This design comes from an exercise in tuning for small area, a short achievable clock period and few clock cycles on the open sky130 flow, not from production work.
Only simulation tests tie the RTL to the original design; equivalence was not proved.

### flow/config.mk
export PLATFORM = sky130hd
export DESIGN_NAME = biquad_fc
export DESIGN_NICKNAME = biquad_fc
export VERILOG_FILES = /design/flow/design.v
export SDC_FILE = /design/flow/constraint.sdc
export NUM_CORES = 4
export LEC_CHECK = 0
export ABC_AREA = 1
export CAP_MARGIN = 20
export CORE_MARGIN = 2
export CORE_UTILIZATION = 55
export PLACE_DENSITY = 0.7
export SLEW_MARGIN = 20
export TNS_END_PERCENT = 0
### flow/flow/run.sh
#!/bin/bash
set -euo pipefail
bash standard.sh SETUP_SLACK_MARGIN=36 finish > make.log 2>&1
### flow/constraint.sdc
create_clock -name core_clock -period 45.0 [get_ports {clk}]
set_input_delay 9.0000 -clock core_clock [delete_from_list [all_inputs] [get_ports {clk}]]
set_output_delay 9.0000 -clock core_clock [all_outputs]
set_load 0.01 [all_outputs]
### flow/standard.sh
#!/bin/bash
# synth_recipe.tcl (not shown) runs the flow's synth.tcl, then flattens the netlist and writes it again
# the make line also repeats each setting of config.mk as NAME=value (left out here)
make -C /OpenROAD-flow-scripts/flow DESIGN_CONFIG=/design/flow/config.mk WORK_HOME=/design/flow/orfs CLKGATE_MAP_FILE= SYNTH_SCRIPT=/design/flow/synth_recipe.tcl "${@:-finish}"
### flow/design.v
module fp_norm_round #(
    parameter W = 28,
    parameter NORMALIZED = 0    
) (
    input                     sign,
    input  signed [11:0]      exp_in,
    input         [W-1:0]     mant,
    input                     sticky_in,
    output reg    [31:0]      result
);
    localparam P = (W <= 32) ? 32 : 64;
    reg [P-1:0] x;
    reg [6:0]   lz;
    always @* begin
        x  = {mant, {(P-W){1'b0}}};
        lz = 7'd0;
        if (NORMALIZED == 0) begin
        if (P == 64) begin
            if (x[P-1:P-32] == 32'd0) begin lz[5] = 1'b1; x = x << 32; end
        end
        if (x[P-1:P-16] == 16'd0) begin lz[4] = 1'b1; x = x << 16; end
        if (x[P-1:P-8]  == 8'd0)  begin lz[3] = 1'b1; x = x << 8;  end
        if (x[P-1:P-4]  == 4'd0)  begin lz[2] = 1'b1; x = x << 4;  end
        if (x[P-1:P-2]  == 2'd0)  begin lz[1] = 1'b1; x = x << 2;  end
        if (x[P-1]      == 1'b0)  begin lz[0] = 1'b1; x = x << 1;  end
        end
    end
    wire               is_zero = (NORMALIZED != 0) ? 1'b0 : ~x[P-1];
    wire [25:0]        m26     = x[P-1:P-26];
    wire               st0     = |x[P-27:0];
    wire signed [11:0] e_n     = exp_in - $signed({5'd0, lz});
    wire               denorm  = (e_n < 12'sd1);
    wire [11:0]        shw     = 12'd1 - e_n;
    wire [4:0]         sh      = !denorm ? 5'd0 : ((shw > 12'd31) ? 5'd31 : shw[4:0]);
    wire [57:0]        ext     = {m26, 32'd0} >> sh;
    wire [25:0]        sh26    = ext[57:32];
    wire               lost    = |ext[31:0];
    wire [23:0] sig   = sh26[25:2];
    wire        guard = sh26[1];
    wire        st    = sh26[0] | lost | st0 | sticky_in;
    wire        rup   = guard & (st | sig[0]);
    wire [7:0]  expf  = denorm ? 8'd0 : e_n[7:0];
    wire [30:0] pk    = {expf, sig[22:0]} + {30'd0, rup};
    always @* begin
        if (is_zero)
            result = {sign, 31'd0};
        else if (e_n >= 12'sd255)
            result = {sign, 8'hFF, 23'd0};
        else
            result = {sign, pk};
    end
endmodule
module fp_mul (
    input         clk,
    input  [31:0] a,
    input  [31:0] b,
    output [31:0] y
);
    wire [7:0]  ea = a[30:23];
    wire [7:0]  eb = b[30:23];
    wire [22:0] fa = a[22:0];
    wire [22:0] fb = b[22:0];
    wire        s  = a[31] ^ b[31];
    wire a_nan  = (ea == 8'hFF) && (fa != 23'd0);
    wire b_nan  = (eb == 8'hFF) && (fb != 23'd0);
    wire a_inf  = (ea == 8'hFF) && (fa == 23'd0);
    wire b_inf  = (eb == 8'hFF) && (fb == 23'd0);
    wire a_zero = (ea == 8'h00) && (fa == 23'd0);
    wire b_zero = (eb == 8'h00) && (fb == 23'd0);
    wire [23:0] ma = {ea != 8'h00, fa};
    wire [23:0] mb = {eb != 8'h00, fb};
    wire [7:0]  ea1 = (ea == 8'h00) ? 8'd1 : ea;
    wire [7:0]  eb1 = (eb == 8'h00) ? 8'd1 : eb;
    reg  [47:0]        prod;
    reg  signed [11:0] e;
    reg                rs, r_nan, r_inf, r_zero;
    always @(posedge clk) begin
        prod   <= ma * mb;
        e      <= $signed({4'd0, ea1}) + $signed({4'd0, eb1}) - 12'sd126;
        rs     <= s;
        r_nan  <= a_nan | b_nan | (a_inf & b_zero) | (b_inf & a_zero);
        r_inf  <= a_inf | b_inf;
        r_zero <= a_zero | b_zero;
    end
    wire [31:0] rounded;
    fp_norm_round #(.W(48)) u_round (
        .sign     (rs),
        .exp_in   (e),
        .mant     (prod),
        .sticky_in(1'b0),
        .result   (rounded)
    );
    assign y = r_nan  ? 32'h7FC00000 :
               r_inf  ? {rs, 8'hFF, 23'd0} :
               r_zero ? {rs, 31'd0} :
               rounded;
endmodule
module fp_add (
    input  [31:0] a,
    input  [31:0] b,
    input         sub,
    output [31:0] y
);
    wire [31:0] bb = {b[31] ^ sub, b[30:0]};
    wire a_nan = (a[30:23] == 8'hFF) && (a[22:0] != 23'd0);
    wire b_nan = (bb[30:23] == 8'hFF) && (bb[22:0] != 23'd0);
    wire a_inf = (a[30:23] == 8'hFF) && (a[22:0] == 23'd0);
    wire b_inf = (bb[30:23] == 8'hFF) && (bb[22:0] == 23'd0);
    wire [7:0]  ea1 = (a[30:23] == 8'h00) ? 8'd1 : a[30:23];
    wire [7:0]  eb1 = (bb[30:23] == 8'h00) ? 8'd1 : bb[30:23];
    wire [7:0]  dab = ea1 - eb1;
    wire [7:0]  dba = eb1 - ea1;
    wire        swap = bb[30:0] > a[30:0];
    wire [31:0] big  = swap ? bb : a;
    wire [31:0] sml  = swap ? a : bb;
    wire [7:0]  e_big = swap ? eb1 : ea1;
    wire [7:0]  d     = swap ? dba : dab;
    wire [23:0] m_big = {big[30:23] != 8'h00, big[22:0]};
    wire [23:0] m_sml = {sml[30:23] != 8'h00, sml[22:0]};
    wire [27:0] a_ext = {1'b0, m_big, 3'b000};
    wire [27:0] s_ext = {1'b0, m_sml, 3'b000};
    wire [4:0]  dsh   = (d >= 8'd28) ? 5'd31 : d[4:0];
    wire [55:0] s_sh  = {s_ext, 28'd0} >> dsh;
    wire [27:0] s_al  = s_sh[55:28] | {27'd0, |s_sh[27:0]};
    wire        eff_sub = big[31] ^ sml[31];
    wire [27:0] sum     = eff_sub ? (a_ext - s_al) : (a_ext + s_al);
    wire        zero    = (sum == 28'd0);
    wire        sign    = zero ? (a[31] & bb[31]) : big[31];
    wire [31:0] mark = (e_big < 8'd28) ? (32'h80000000 >> e_big[4:0]) : 32'd0;
    reg  [31:0] xm, xs;
    reg  [4:0]  lz;
    always @* begin
        xm = {sum, 4'd0} | mark;
        xs = {sum, 4'd0};
        lz = 5'd0;
        if (xm[31:16] == 16'd0) begin lz[4] = 1'b1; xm = xm << 16; xs = xs << 16; end
        if (xm[31:24] == 8'd0)  begin lz[3] = 1'b1; xm = xm << 8;  xs = xs << 8;  end
        if (xm[31:28] == 4'd0)  begin lz[2] = 1'b1; xm = xm << 4;  xs = xs << 4;  end
        if (xm[31:30] == 2'd0)  begin lz[1] = 1'b1; xm = xm << 2;  xs = xs << 2;  end
        if (xm[31] == 1'b0)     begin lz[0] = 1'b1; xm = xm << 1;  xs = xs << 1;  end
    end
    wire        normal = xs[31];
    wire [7:0]  expf   = normal ? (e_big + 8'd1 - {3'd0, lz}) : 8'd0;
    wire [23:0] sig    = xs[31:8];
    wire        guard  = xs[7];
    wire        st     = |xs[6:4];
    wire        rup    = guard & (st | sig[0]);
    wire [30:0] pk     = {expf, sig[22:0]} + {30'd0, rup};
    wire        ovf    = sum[27] & (e_big == 8'd254);
    wire [31:0] rounded = zero ? {sign, 31'd0} :
                          ovf  ? {sign, 8'hFF, 23'd0} :
                                 {sign, pk};
    assign y = (a_nan | b_nan | (a_inf & b_inf & (a[31] != bb[31]))) ? 32'h7FC00000 :
               a_inf ? a :
               b_inf ? bb :
               rounded;
endmodule
module fp_div (
    input             clk,
    input             load,
    input             iter,
    input      [31:0] a,
    input      [31:0] b,
    output     [31:0] y
);
    wire [7:0]  eb   = b[30:23];
    wire [23:0] mb   = {eb != 8'h00, b[22:0]};
    reg  [23:0] xb;
    reg  [4:0]  lzb;
    always @* begin
        xb  = mb;
        lzb = 5'd0;
        if (xb[23:8] == 16'd0) begin lzb[4] = 1'b1; xb = xb << 16; end
        if (xb[23:16] == 8'd0) begin lzb[3] = 1'b1; xb = xb << 8;  end
        if (xb[23:20] == 4'd0) begin lzb[2] = 1'b1; xb = xb << 4;  end
        if (xb[23:22] == 2'd0) begin lzb[1] = 1'b1; xb = xb << 2;  end
        if (xb[23] == 1'b0)    begin lzb[0] = 1'b1; xb = xb << 1;  end
    end
    reg  [23:0]        dvs;       
    reg  signed [11:0] deb;       
    always @(posedge clk) begin
        dvs <= xb;
        deb <= $signed({4'd0, (eb == 8'h00) ? 8'd1 : eb}) - $signed({7'd0, lzb});
    end
    wire [26:0] d27  = {3'b000, dvs};
    wire [26:0] nd27 = ~d27 + 27'd1;
    wire [7:0]  ea   = a[30:23];
    wire [23:0] ma   = {ea != 8'h00, a[22:0]};
    reg  [23:0] xa;
    reg  [4:0]  lza;
    always @* begin
        xa  = ma;
        lza = 5'd0;
        if (xa[23:8] == 16'd0) begin lza[4] = 1'b1; xa = xa << 16; end
        if (xa[23:16] == 8'd0) begin lza[3] = 1'b1; xa = xa << 8;  end
        if (xa[23:20] == 4'd0) begin lza[2] = 1'b1; xa = xa << 4;  end
        if (xa[23:22] == 2'd0) begin lza[1] = 1'b1; xa = xa << 2;  end
        if (xa[23] == 1'b0)    begin lza[0] = 1'b1; xa = xa << 1;  end
    end
    wire        lt   = xa < dvs;
    wire [26:0] x27  = lt ? {2'b00, xa, 1'b0} : {3'b000, xa};
    wire signed [11:0] e0 = $signed({4'd0, (ea == 8'h00) ? 8'd1 : ea}) - $signed({7'd0, lza})
                          - deb + 12'sd127 - (lt ? 12'sd1 : 12'sd0);
    reg  [26:0]        ws, wc;
    reg  [24:0]        qp, qn;
    reg  signed [11:0] e;
    reg                a_nan, a_inf, a_zero, sa;
    reg [26:0] s, c, m;
    reg [4:0]  h;
    reg [5:0]  dp, dn;
    reg        cin;
    integer    i;
    always @* begin
        s = ws;
        c = wc;
        for (i = 0; i < 6; i = i + 1) begin
            s = s << 1;
            c = c << 1;
            h = s[26:22] + c[26:22];
            if (!h[4]) begin                  
                dp[5 - i] = 1'b1; dn[5 - i] = 1'b0;
                m = ~d27; cin = 1'b1;
            end else if (h == 5'b11111) begin  
                dp[5 - i] = 1'b0; dn[5 - i] = 1'b0;
                m = 27'd0; cin = 1'b0;
            end else begin                    
                dp[5 - i] = 1'b0; dn[5 - i] = 1'b1;
                m = d27; cin = 1'b0;
            end
            {s, c} = {s ^ c ^ m, ((s & c) | (s & m) | (c & m)) << 1 | {26'd0, cin}};
        end
    end
    always @(posedge clk) begin
        if (load) begin
            ws     <= x27;
            wc     <= nd27;
            qp     <= 25'd1;
            qn     <= 25'd0;
            e      <= e0;
            a_nan  <= (ea == 8'hFF) && (a[22:0] != 23'd0);
            a_inf  <= (ea == 8'hFF) && (a[22:0] == 23'd0);
            a_zero <= (ea == 8'h00) && (a[22:0] == 23'd0);
            sa     <= a[31];
        end else if (iter) begin
            ws <= s;
            wc <= c;
            qp <= {qp[18:0], dp};
            qn <= {qn[18:0], dn};
        end
    end
    wire [26:0] wf   = ws + wc;
    wire        neg  = wf[26];
    wire [24:0] qc   = qp + ~qn + {24'd0, ~neg};
    wire        stk  = neg ? (wf != nd27) : (wf != 27'd0);
    wire [31:0] rounded;
    fp_norm_round #(.W(26), .NORMALIZED(1)) u_round (
        .sign     (sa ^ b[31]),
        .exp_in   (e),
        .mant     ({qc, 1'b0}),
        .sticky_in(stk),
        .result   (rounded)
    );
    wire b_nan  = (eb == 8'hFF) && (b[22:0] != 23'd0);
    wire b_inf  = (eb == 8'hFF) && (b[22:0] == 23'd0);
    wire b_zero = (eb == 8'h00) && (b[22:0] == 23'd0);
    wire s_y    = sa ^ b[31];
    assign y = (a_nan | b_nan | (a_inf & b_inf) | (a_zero & b_zero)) ? 32'h7FC00000 :
               (a_inf | b_zero) ? {s_y, 8'hFF, 23'd0} :
               (a_zero | b_inf) ? {s_y, 31'd0} :
               rounded;
endmodule
module biquad_fc (
    input             clk,
    input             rst_n,        
    input             coef_we,
    input      [2:0]  coef_sel,
    input      [31:0] coef_data,
    input             hist_clr,     
    input             in_valid,
    output            in_ready,
    input      [31:0] in_l,
    input      [31:0] in_r,
    output reg        out_valid,
    output     [31:0] out_l,
    output     [31:0] out_r
);
    localparam [31:0] F_ONE  = 32'h3F800000;
    localparam [31:0] F_ZERO = 32'h00000000;
    reg [31:0] b0, b1, b2, a0, a1, a2;
    reg [31:0] xl0, xl1, xl2, yl1, yl2;
    reg [31:0] xr0, xr1, xr2, yr1, yr2;
    reg [31:0] sl, sr, ql, qr;
    reg [31:0] p;
    assign out_l = yl1;
    assign out_r = yr1;
    reg [9:0] slot;     
    reg       rdy;
    reg       v_nxt;    
    reg       v_cur;    
    reg       v_prv;    
    assign in_ready = rdy;
    wire accept = rdy & in_valid;
    reg [31:0] mul_a, mul_b;
    always @* begin
        mul_a = 32'd0;
        mul_b = 32'd0;
        if (slot[0]) begin mul_a = mul_a | a1; mul_b = mul_b | yl1; end
        if (slot[1]) begin mul_a = mul_a | a2; mul_b = mul_b | (v_prv ? yr1 : yr2); end
        if (slot[2]) begin mul_a = mul_a | b2; mul_b = mul_b | xr2; end
        if (slot[3]) begin mul_a = mul_a | b0; mul_b = mul_b | xl0; end
        if (slot[4]) begin mul_a = mul_a | b1; mul_b = mul_b | xl1; end
        if (slot[5]) begin mul_a = mul_a | a1; mul_b = mul_b | yr1; end
        if (slot[6]) begin mul_a = mul_a | a2; mul_b = mul_b | (v_cur ? yl1 : yl2); end
        if (slot[7]) begin mul_a = mul_a | b2; mul_b = mul_b | xl2; end
        if (slot[8]) begin mul_a = mul_a | b0; mul_b = mul_b | xr0; end
        if (slot[9]) begin mul_a = mul_a | b1; mul_b = mul_b | xr1; end
    end
    wire [31:0] mul_y;
    fp_mul u_mul (.clk(clk), .a(mul_a), .b(mul_b), .y(mul_y));
    wire        add_left = slot[2] || slot[3] || slot[6] || slot[9];
    wire        add_sub  = slot[2] || slot[3] || slot[7] || slot[8];
    wire [31:0] add_a    = add_left ? sl : sr;
    wire [31:0] add_b    = slot[3] ? ql : slot[8] ? qr : p;
    wire [31:0] add_y;
    fp_add u_add (.a(add_a), .b(add_b), .sub(add_sub), .y(add_y));
    wire        div_load = slot[4] || slot[9];
    wire        div_iter = !div_load;
    wire [31:0] div_y;
    fp_div u_div (
        .clk (clk),
        .load(div_load),
        .iter(div_iter),
        .a   (slot[4] ? sl : sr),
        .b   (a0),
        .y   (div_y)
    );
    always @(posedge clk) begin
        p <= mul_y;
        if (slot[2] | slot[3] | slot[6] | slot[9]) sl <= add_y;
        if (slot[5])                               sl <= p;
        if (slot[1] | slot[4] | slot[7] | slot[8]) sr <= add_y;
        if (slot[0])                               sr <= p;
        if (slot[8]) ql <= p;
        if (slot[3]) qr <= p;
        if (slot[2]) begin
            xl0 <= in_l;
            xr0 <= in_r;
        end
        if (!rst_n) begin
            slot      <= 10'd1;
            rdy       <= 1'b0;
            v_nxt     <= 1'b0;
            v_cur     <= 1'b0;
            v_prv     <= 1'b0;
            out_valid <= 1'b0;
            b0 <= F_ONE;  b1 <= F_ZERO; b2 <= F_ZERO;
            a0 <= F_ONE;  a1 <= F_ZERO; a2 <= F_ZERO;
            xl1 <= F_ZERO; xl2 <= F_ZERO; yl1 <= F_ZERO; yl2 <= F_ZERO;
            xr1 <= F_ZERO; xr2 <= F_ZERO; yr1 <= F_ZERO; yr2 <= F_ZERO;
        end else begin
            slot      <= {slot[8:0], slot[9]};
            rdy       <= slot[1];
            out_valid <= slot[4] && v_prv;
            if (slot[2]) v_nxt <= accept;
            if (slot[9]) begin
                v_prv <= v_cur;
                v_cur <= v_nxt;
                v_nxt <= 1'b0;
            end
            if (coef_we) begin
                case (coef_sel)
                    3'd0: b0 <= coef_data;
                    3'd1: b1 <= coef_data;
                    3'd2: b2 <= coef_data;
                    3'd3: a0 <= coef_data;
                    3'd4: a1 <= coef_data;
                    3'd5: a2 <= coef_data;
                    default: ;
                endcase
            end
            if (hist_clr) begin
                xl1 <= F_ZERO; xl2 <= F_ZERO; yl1 <= F_ZERO; yl2 <= F_ZERO;
                xr1 <= F_ZERO; xr2 <= F_ZERO; yr1 <= F_ZERO; yr2 <= F_ZERO;
            end else begin
                if (slot[7] && v_nxt) begin
                    xl2 <= xl1;
                    xl1 <= xl0;
                end
                if (slot[9] && v_cur) begin
                    yl2 <= yl1;
                    yl1 <= div_y;
                end
                if (slot[2] && v_cur) begin
                    xr2 <= xr1;
                    xr1 <= xr0;
                end
                if (slot[4] && v_prv) begin
                    yr2 <= yr1;
                    yr1 <= div_y;
                end
            end
        end
    end
endmodule
==> results of run 1 <==
==> repair_timing <==
action                                  4_1_cts  5_1_grt
hold buffers                                  0        0
pin swaps                                    39       37
cloned                                       21        2
endpoints found under the setup margin      720      728
gates resized for setup                      85       25
buffers inserted                             56       20
==> metal layers <==
metal  global-route usage  share of wire  up-vias
li1                     -              -    38900
met1                0.501           0.37    39300
met2                0.648           0.45     4386
met3               0.0879           0.10     1025
met4                0.277          0.081       14
met5                    0        0.00034        -
==> critical path: cells and delay by family, from the launching register on <==
family / cells / cell delay, ns
AOI/OAI and AO/OA: 8 / 1.41
xor gates and xnor gates: 2 / 0.32
adders and majority gates: 6 / 1.84
buffers and inverters: 11 / 1.93
DFF: 1 / 0.34
and+or+nand+nor: 55 / 7.70
==> final cells by class <==
class	instances	area, um2	share of cell area
well taps	2030	2540	0.0275
repair buffers	415	3660	0.0395
multi-input cells	8633	54900	0.593
flip-flops and latches	903	20200	0.218
repair inverters	6	50.0	0.000541
clock buffers	136	2880	0.0311
diodes	24	60.1	0.000649
clock inverters	57	818	0.00885
inverters	1963	7460	0.0806
==> cells in the mapped netlist, types with 11 or more instances <==
| cell | count |
|---|---|
| buf_2 | 37 |
| inv_2 | 17 |
| nand4_1 | 153 |
| o221ai_1 | 36 |
| clkinv_1 | 36 |
| edfxtp_1 | 208 |
| nor3_1 | 77 |
| buf_6 | 14 |
| nand3b_1 | 16 |
| xor2_1 | 166 |
| o21a_1 | 41 |
| xnor2_1 | 42 |
| buf_4 | 11 |
| inv_1 | 1909 |
| nand2_2 | 15 |
| a21oi_1 | 919 |
| mux2i_1 | 13 |
| clkbuf_1 | 546 |
| or2_2 | 57 |
| fa_1 | 636 |
| buf_1 | 29 |
| a31oi_1 | 33 |
| a221oi_1 | 23 |
| a22oi_1 | 36 |
| o211ai_1 | 35 |
| nor2_1 | 1043 |
| o22ai_1 | 40 |
| o21ai_1 | 43 |
| nor4_1 | 76 |
| a21o_1 | 13 |
| o31ai_1 | 17 |
| a211oi_1 | 18 |
| dfxtp_1 | 695 |
| a221o_1 | 14 |
| nand3_1 | 417 |
| a21boi_0 | 16 |
| nand2_1 | 2521 |
| o21bai_1 | 32 |
| o21ai_0 | 1535 |
| ha_1 | 424 |
==> cell usage in the layout (no fill, tap or decap), types with 23 or more instances in the layout <==
cell / n
or2_2: 52
o21bai_1: 32
o21ai_0: 1510
a221oi_1: 23
nand2_2: 27
a22oi_1: 35
a31oi_1: 31
o21a_1: 41
nor2_2: 26
o21ai_1: 61
o211ai_1: 35
clkdlybuf4s50_1: 168
o22ai_1: 40
clkbuf_16: 105
nor2_1: 1022
nand4_1: 153
clkinv_1: 37
diode_2: 24
fa_1: 628
edfxtp_1: 208
buf_4: 233
inv_1: 1894
nand3_1: 413
xnor2_1: 41
xor2_1: 166
a21oi_1: 885
ha_1: 419
nor4_1: 73
nand2_1: 2502
nor3_1: 77
dfxtp_1: 684
o221ai_1: 36
==> stage by stage <==
step	setup WS [ns]	hold WS (ns)
floorplan	31.26	0.388
global placement	27.24	0.405
detailed placement	27.04	0.410
CTS	31.16	0.425
global route	30.30	0.444
finish	31.09	0.427
==> cells by family after synthesis <==
family	synth area share
DFF	0.240
buffers and inverters	0.118
adders and majority gates	0.215
muxes	0.00168
and+or+nand+nor	0.219
AOI/OAI and AO/OA	0.185
xor gates and xnor gates	0.0219
==> worst paths after layout <==
path	from	end	slack [ns]	cells past startpoint
min reg2reg	u_mul.rs$_DFF_P_	p[31]$_SDFF_PP0_	0.43	2
min	u_mul.rs$_DFF_P_	p[31]$_SDFF_PP0_	0.43	2
max	slot[6]$_SDFF_PN0_	sr[30]$_DFFE_PP_	31.09	82
max reg2reg	slot[6]$_SDFF_PN0_	sr[30]$_DFFE_PP_	31.09	82
==> impl_metrics.json, run 1 <==
{
  "drt-pass1-iter-count": 6,
  "buffer_ports.inserted": 169,
  "wl_mm": 326,
  "vias": 83600,
  "top_register": "u_mul.prod",
  "cts.sinks": 903,
  "slowest_delay_ns": 0.44,
  "areaGrowthSynthToFinish_pct": 10.0,
  "fmax_mhz": 71.9,
  "ys_ff_latch": 903,
  "cp_slowest_cell": "fa_1",
  "clockBufferDepth": 3,
  "grt_pass1_vias": 80200,
  "worstMarginPinSlew_ns": 1.17,
  "crit_arrival_ns": 14.40,
  "cts_inserted_buffers": 102,
  "drive_gt1_frac": 0.0594,
  "dieWidth_um": 395,
  "gp_congestion": 1.04,
  "syn_inst": 12100,
  "synth_nets": 13300,
  "slew_violations": 0,
  "io_pins": 170,
  "end_kind": "flop",
  "postSynth.asyncResetShare": 0,
  "dpl.cell_count": 13900,
  "grt.total_usage": 0.409,
  "synth.top_cell.area_share": 0.165,
  "timing.critical_path.mode_cell": "nand2_1",
  "final_antenna_net_count": 0,
  "synth_edf_count": 208,
  "required_ns": 45.49,
  "status": "timing/DRC/antenna clean",
  "layout.cells.non_filler": 14200,
  "die_area_um2": 156000,
  "syn_avg_cell_area_um2": 6.94,
  "initialDrtViolationCount": 9422,
  "avgViaCountPerCell": 5.90,
  "dp_hpwl_mm": 248,
  "yosys_warnings": 6,
  "start_kind": "flop",
  "overflow": 0,
  "ys.flop_type": "dfxtp_1",
  "drc_errors": 0,
  "worstPathMaxFanout": 34,
  "cap_violations": 0,
  "start_util": 0.554,
  "hp-class": "reg2reg",
  "fin_crit_sh": 0.309,
  "grt_max_degree": 239,
  "criticalPathCategory": "reg2reg",
  "largest_reg_flops": 48,
  "core-area_um2": 152000,
  "insertion_delay_ns": 0.80,
  "maxSlewHeadroom": 0.216,
  "rows": 143,
  "period_needed_ns": 13.91,
  "clock_skew_ns": 0.110,
  "fin_setup_tns_ns": 0,
  "setup_viol": 0,
  "grt_pass1_wl_mm": 489,
  "synth.distinct_cells": 74,
  "rsz0062_at_grt": "yes",
  "hold_viol": 0,
  "wl_per_cell_um": 23.0,
  "cts_max_level": 3,
  "cts-root-buf": "clkbuf_16",
  "finish.instance_area_um2": 92500,
  "synth_top_area_cell": "dfxtp_1",
  "seq_area_frac_synth": 0.240,
  "detailed_place.area_um2": 87500,
  "post-route-util": 0.609,
  "path_clk_slew_ns": 0.07,
  "antenna_found_initial": 36,
  "layout.nets": 13200,
  "die_height_um": 395,
  "nFillCells": 14300,
  "syn-cell-area_um2": 84100,
  "tritoncts": "done",
  "synth_area_leaders": "dfxtp_1, fa_1, nand2_1"
}
Testbench counts, summed over its fixed seeds: cycles 166,440.
==> run 2, diff against run 1 <==
--- a/flow/config.mk
+++ b/flow/config.mk
@@ -8,7 +8,7 @@
 export ABC_AREA = 1
 export CAP_MARGIN = 20
 export CORE_MARGIN = 2
-export CORE_UTILIZATION = 55
-export PLACE_DENSITY = 0.7
+export CORE_UTILIZATION = 40
+export PLACE_DENSITY = 0.6
 export SLEW_MARGIN = 20
 export TNS_END_PERCENT = 0
==> run 2 against run 1 <==
Global-route usage fell by 11 points. Sequential cell count unchanged. Hold slack got worse by 0.010 ns. Clock-buffer cell count increased by 4. Register-to-register slack worse by 0.16 ns.
==> impl_metrics.json, run 2 <==
{
  "end_kind": "flop",
  "criticalPathCategory": "reg2reg",
  "grt.total_usage": 0.299,
  "dp_hpwl_mm": 252,
  "cts.sinks": 903,
  "layout_common_cells": "nand2_1, inv_1, o21ai_0, nor2_1, a21oi_1",
  "initialDrtViolationCount": 8207,
  "setup_viol": 0,
  "path_clk_slew_ns": 0.06,
  "grt_pass1_wl_mm": 493,
  "fin_crit_sh": 0.312,
  "worstHoldStart": "u_mul.rs$_DFF_P_",
  "rows": 168,
  "dpl.cell_count": 14600,
  "hold_viol": 0,
  "worstMarginPinSlew_ns": 1.16,
  "synth_common_cells": "nand2_1, inv_1, o21ai_0, nor2_1, a21oi_1",
  "clock_skew_ns": 0.116,
  "crit_arrival_ns": 14.62,
  "path_buf_inv": 18,
  "rsz0062_at_grt": "yes",
  "synth_adder_area_share": 0.215,
  "grt_max_degree": 240,
  "layout.nets": 13200,
  "drc_errors": 0,
  "final_common_cell": "nand2_1",
  "areaGrowthSynthToFinish_pct": 10.9,
  "whs_ns": 0.417,
  "multi_input_area_um2": 54800,
  "wl_per_cell_um": 22.0,
  "hp-class": "reg2reg",
  "postSynth.asyncResetShare": 0,
  "status": "timing/DRC/antenna clean",
  "drive_gt1_frac": 0.0563,
  "io_pins": 170,
  "core-area_um2": 209000,
  "buffer_ports.inserted": 169,
  "syn_inst": 12100,
  "gp_congestion": 0.972,
  "worstRegToRegCells": 88,
  "syn-cell-area_um2": 84100,
  "synth-simple-area-share": 0.219,
  "ys.flop_type": "dfxtp_1",
  "worstPathMaxFanout": 13,
  "ff_latch_area_um2": 20200,
  "start_util": 0.402,
  "largest_reg_flops": 48,
  "grt_pass1_vias": 78400,
  "synth_top_area_cell": "dfxtp_1",
  "die_area_um2": 214000,
  "die_height_um": 462,
  "required_ns": 45.56,
  "yosysMostFrequentCell": "nand2_1",
  "synth.distinct_cells": 74,
  "cp_slowest_cell": "fa_1",
  "maxSlewHeadroom": 0.222,
  "start_kind": "flop",
  "antenna_found_initial": 32,
  "drt-pass1-iter-count": 7,
  "cts-root-buf": "clkbuf_16",
  "insertion_delay_ns": 0.80,
  "timing.critical_path.mode_cell": "nor2_1",
  "wl_mm": 329,
  "r2r_start": "u_div.ws[21]$_DFF_P_",
  "final_antenna_net_count": 0,
  "cp_top_family": "adder cells",
  "layout.cells.non_filler": 14900,
  "synth_edf_count": 208,
  "slew_violations": 0,
  "synthMuxAreaShare": 0.00168,
  "regToRegSetupSlack_ns": 30.94,
  "dieWidth_um": 462,
  "overflow": 0,
  "avgViaCountPerCell": 5.48,
  "synth.top_cell.area_share": 0.165,
  "yosys_warnings": 6,
  "fmax_mhz": 71.1,
  "worstReg2RegEnd": "u_div.ws[6]$_DFF_P_",
  "whs_path_depth": 2,
  "tritoncts": "done",
  "clockBufferDepth": 3,
  "nFillCells": 21600,
  "top_register": "u_mul.prod",
  "cts_inserted_buffers": 103,
  "synth_compound_area_frac": 0.185,
  "ys_ff_latch": 903,
  "dp_slack_ns": 26.81,
  "period_needed_ns": 14.06,
  "cts_max_level": 3,
  "setup_slack_ns": 30.94,
  "fin_setup_tns_ns": 0,
  "syn_avg_cell_area_um2": 6.94,
  "cap_violations": 0,
  "synth_top_family_by_area": "simple AND/OR/NAND/NOR gates",
  "seq_area_frac_synth": 0.240,
  "ctsHoldBuffers": 0,
  "synth_xor_area_frac": 0.0219,
  "synth_nets": 13300,
  "hold_end": "p[31]$_SDFF_PP0_",
  "slowest_delay_ns": 0.53,
  "synth_area_leaders": "dfxtp_1, fa_1, nand2_1",
  "vias": 81900
}
==> run 2: metal layers <==
metal | share of wire | global-route usage | wire length, um
met4 | 0.053 | 0.142 | 17300
met1 | 0.42 | 0.395 | 139000
met3 | 0.068 | 0.0374 | 22400
met5 | 0 | 0 | 0
met2 | 0.46 | 0.483 | 150000
==> run 2: tightest hold or removal path, delay by kind of cell, from the launching register on <==
kind | cells | cell delay, ns
buffers and inverters | 1 | 0.04
and+or+nand+nor | 1 | 0.03
DFF | 1 | 0.30
==> run 2: metrics by stage <==
stage,util,cell area (um2)
floorplan,-,84600
global placement,0.422,88300
detailed placement,0.422,88300
CTS,0.444,93000
global route,0.446,93300
finish,0.446,93300
==> run 2: cells by family (layout without fill, tap and decap cells) <==
kind of cell	Yosys count	count (layout)
mux	14	14
other cells	0	44
flops	903	903
compound gates	2894	2896
buf+inv	2600	2554
simple gates	4439	4455
fa+ha+maj	1060	1060
xor+xnor	209	209
==> run 2: worst max path at each step <==
stage,to,from,cells past startpoint
floorplan,u_div.ws[6]$_DFF_P_,u_div.ws[21]$_DFF_P_,93
global placement,u_div.ws[4]$_DFF_P_,u_div.ws[21]$_DFF_P_,82
detailed placement,u_div.ws[3]$_DFF_P_,u_div.ws[21]$_DFF_P_,82
CTS,u_div.ws[6]$_DFF_P_,u_div.ws[21]$_DFF_P_,87
global route,u_div.ws[8]$_DFF_P_,u_div.ws[21]$_DFF_P_,88
finish,u_div.ws[6]$_DFF_P_,u_div.ws[21]$_DFF_P_,88
==> run 2: area by class of cell <==
cell class	count	share of cell area
antenna	44	0.00118
clock buffer	140	0.0315
clock inverter	55	0.00842
inverter	1963	0.0799
multi-input combinational	8634	0.588
sequential	903	0.216
tap	2805	0.0376
timing repair buffer	391	0.0368
timing repair inverter	5	0.000483
==> run 2: what timing repair did <==
item / in CTS / in global routing
buffers inserted: 52 / 9
setup endpoints to repair: 723 / 726
resized for setup: 69 / 22
cloned: 21 / 2
pin swaps: 36 / 10
==> run 3, diff against run 2 <==
--- a/flow/config.mk
+++ b/flow/config.mk
@@ -8,7 +8,7 @@
 export ABC_AREA = 1
 export CAP_MARGIN = 20
 export CORE_MARGIN = 2
-export CORE_UTILIZATION = 40
-export PLACE_DENSITY = 0.6
+export CORE_UTILIZATION = 32
+export PLACE_DENSITY = 0.5
 export SLEW_MARGIN = 20
 export TNS_END_PERCENT = 0
==> run 3 against run 2 <==
First-iteration DRC count shrank 9.9%. Via count fell by 0.73%. Critical path depth down 2. Sequential cell count is the same. Global-route usage decreased by 4.3 points. Sequential share of layout area shrank 0.33 points. Hold slack better by 0.014 ns. Cell count grew 5.2%. Utilization fell by 8.4 points. Final area rose by 1.5%. Fmax fell by 1.8%.
==> impl_metrics.json, run 3 <==
{
  "synth_nets": 13300,
  "synth_area_leaders": "dfxtp_1, fa_1, nand2_1",
  "fin_crit_sh": 0.318,
  "largest_reg_flops": 48,
  "cts_max_level": 3,
  "grt.total_usage": 0.256,
  "rsz0062_at_grt": "yes",
  "post-route-util": 0.362,
  "hold_viol": 0,
  "cap_violations": 0,
  "drive_gt1_frac": 0.0609,
  "layout.nets": 13200,
  "die_area_um2": 267000,
  "cp_slowest_cell": "fa_1",
  "end_kind": "flop",
  "gp_congestion": 0.939,
  "slowest_delay_ns": 0.55,
  "buffer_ports.inserted": 169,
  "syn_inst": 12100,
  "clockBufferDepth": 3,
  "ys.flop_type": "dfxtp_1",
  "final_common_cell": "nand2_1",
  "synth.distinct_cells": 74,
  "postSynth.asyncResetShare": 0,
  "required_ns": 45.58,
  "criticalPathCategory": "reg2reg",
  "synth.top_cell.area_share": 0.165,
  "finish.instance_area_um2": 94700,
  "io_pins": 170,
  "fin_setup_tns_ns": 0,
  "path_clk_slew_ns": 0.06,
  "ctsHoldBuffers": 0,
  "start_kind": "flop",
  "setup_viol": 0,
  "grt_pass1_vias": 79100,
  "grt_pass1_wl_mm": 517,
  "whs_ns": 0.431,
  "overflow": 0,
  "slew_violations": 0,
  "yosysMostFrequentCell": "nand2_1",
  "crit_arrival_ns": 14.90,
  "wl_mm": 347,
  "cp_top_family": "adder cells",
  "grt_max_degree": 123,
  "insertion_delay_ns": 0.82,
  "vias": 81300,
  "drt-pass1-iter-count": 8,
  "rows": 188,
  "timing.critical_path.mode_cell": "nor2_1",
  "hp-class": "reg2reg",
  "avgViaCountPerCell": 5.17,
  "dp_hpwl_mm": 266,
  "areaGrowthSynthToFinish_pct": 12.7,
  "fmax_mhz": 69.8,
  "yosys_warnings": 6,
  "synth_top_area_cell": "dfxtp_1",
  "syn-cell-area_um2": 84100,
  "antenna_found_initial": 42,
  "core-area_um2": 262000,
  "dpl.cell_count": 15400,
  "worstMarginPinSlew_ns": 1.38,
  "cts-root-buf": "clkbuf_16",
  "start_util": 0.321,
  "status": "timing/DRC/antenna clean",
  "syn_avg_cell_area_um2": 6.94,
  "cts_inserted_buffers": 108,
  "initialDrtViolationCount": 7391,
  "clock_skew_ns": 0.115,
  "period_needed_ns": 14.32,
  "detailed_place.area_um2": 89400,
  "maxSlewHeadroom": 0.0760,
  "cts.sinks": 903,
  "wl_per_cell_um": 22.1,
  "top_register": "u_mul.prod",
  "tritoncts": "done",
  "dieWidth_um": 517,
  "path_buf_inv": 17,
  "synth_edf_count": 208,
  "seq_area_frac_synth": 0.240,
  "layout_common_cells": "nand2_1, inv_1, o21ai_0, nor2_1, a21oi_1",
  "synth_common_cells": "nand2_1, inv_1, o21ai_0, nor2_1, a21oi_1",
  "layout.cells.non_filler": 15700,
  "final_antenna_net_count": 0,
  "drc_errors": 0,
  "ys_ff_latch": 903,
  "worstPathMaxFanout": 6,
  "die_height_um": 517
}
run 3: changes by cell type in the layout (fill, tap and decap cells not counted), moves of 5 or more:
cell / before / now
buf_4: 213 / 256
diode_2: 44 / 54
clkbuf_1: 16 / 24
clkbuf_8: 16 / 10
o21ai_1: 61 / 55
o21ai_0: 1514 / 1519
run 3: layer usage:
layer  part of all wire  wire length [um]  global-route usage
met5                  0                 0                   0
met4              0.047             16400               0.108
met3              0.055             19100              0.0283
met2               0.46            158000               0.416
met1               0.44            153000               0.343
run 3: worst reg2reg max path, delay by kind of cell, from the launching register on:
| kind | cells | cell delay, ns |
|---|---|---|
| AO/OA/AOI/OAI | 15 | 1.94 |
| adder cells (fa/ha/maj) | 18 | 5.89 |
| AND/OR/NAND/NOR | 31 | 3.90 |
| XOR/XNOR | 5 | 0.72 |
| flip-flops | 1 | 0.34 |
| buffers and inverters | 17 | 1.38 |
run 3: final timing paths:
path	startpoint	to	slack, ns	cells after the start
hold / removal	u_div.qp[13]$_SDFF_PN0_	u_div.qp[19]$_SDFF_PN0_	0.43	2
setup / recovery	u_div.ws[21]$_DFF_P_	u_div.ws[4]$_DFF_P_	30.68	86
hold reg to reg	u_div.qp[13]$_SDFF_PN0_	u_div.qp[19]$_SDFF_PN0_	0.43	2
setup reg to reg	u_div.ws[21]$_DFF_P_	u_div.ws[4]$_DFF_P_	30.68	86
run 3: timing repair:
action	4_1_cts	5_1_grt
cloned	21	2
pin swaps	46	22
buffers inserted	65	19
endpoints found under the hold margin	0	0
gates resized for setup	63	35
setup endpoints to repair	723	727
run 3: layout make-up:
type                       count  area, um2
sequential                   903      20200
tap                         3515       4400
multi-input combinational   8632      54800
fill                       28000     167000
clock inverter                59        843
timing repair inverter         7       66.3
inverter                    1963       7460
antenna                       54        135
clock buffer                 145       2990
timing repair buffer         438       3810
run 3: metrics by stage:
| stage | setup WS [ns] |
|---|---|
| after floorplan | 31.26 |
| after global placement | 26.35 |
| after detailed placement | 26.30 |
| after CTS | 30.72 |
| after global routing | 29.89 |
| final | 30.68 |
run 3: cells by family after synthesis:
group           count (synthesis)  share of synthesized area
simple gates                 4439                      0.219
buf+inv                      2600                      0.118
flops                         903                      0.240
fa+ha+maj                    1060                      0.215
xor+xnor                      209                     0.0219
mux                            14                    0.00168
compound gates               2894                      0.185

## separate check: timing with driven ports
Ports are ideal in the flow. The routed layouts listed here were re-timed in OpenROAD. Step 1 assumes that a clkbuf_16 drives the clock port and a buf_2 every other input. Step 2 times the ports against the registers' clock, not the clock port: input delays grow and output delays shrink by t, the midpoint of the rising clock arrivals with the driver on. a / b / c = ideal / step 1 / step 2; a / b = the first two.
| run | t, ns | slack for setup (ns) | clock arrival spread, ns |
|---|---|---|---|
| run 1 | 0.831 | 31.094 / 31.094 / 31.094 | 0.112 / 0.111 |
| run 2 | 0.827 | 30.939 / 30.939 / 30.939 | 0.120 / 0.121 |
| run 3 | 0.846 | 30.683 / 30.683 / 30.683 | 0.120 / 0.119 |
After both steps setup and hold are still met in every run listed.
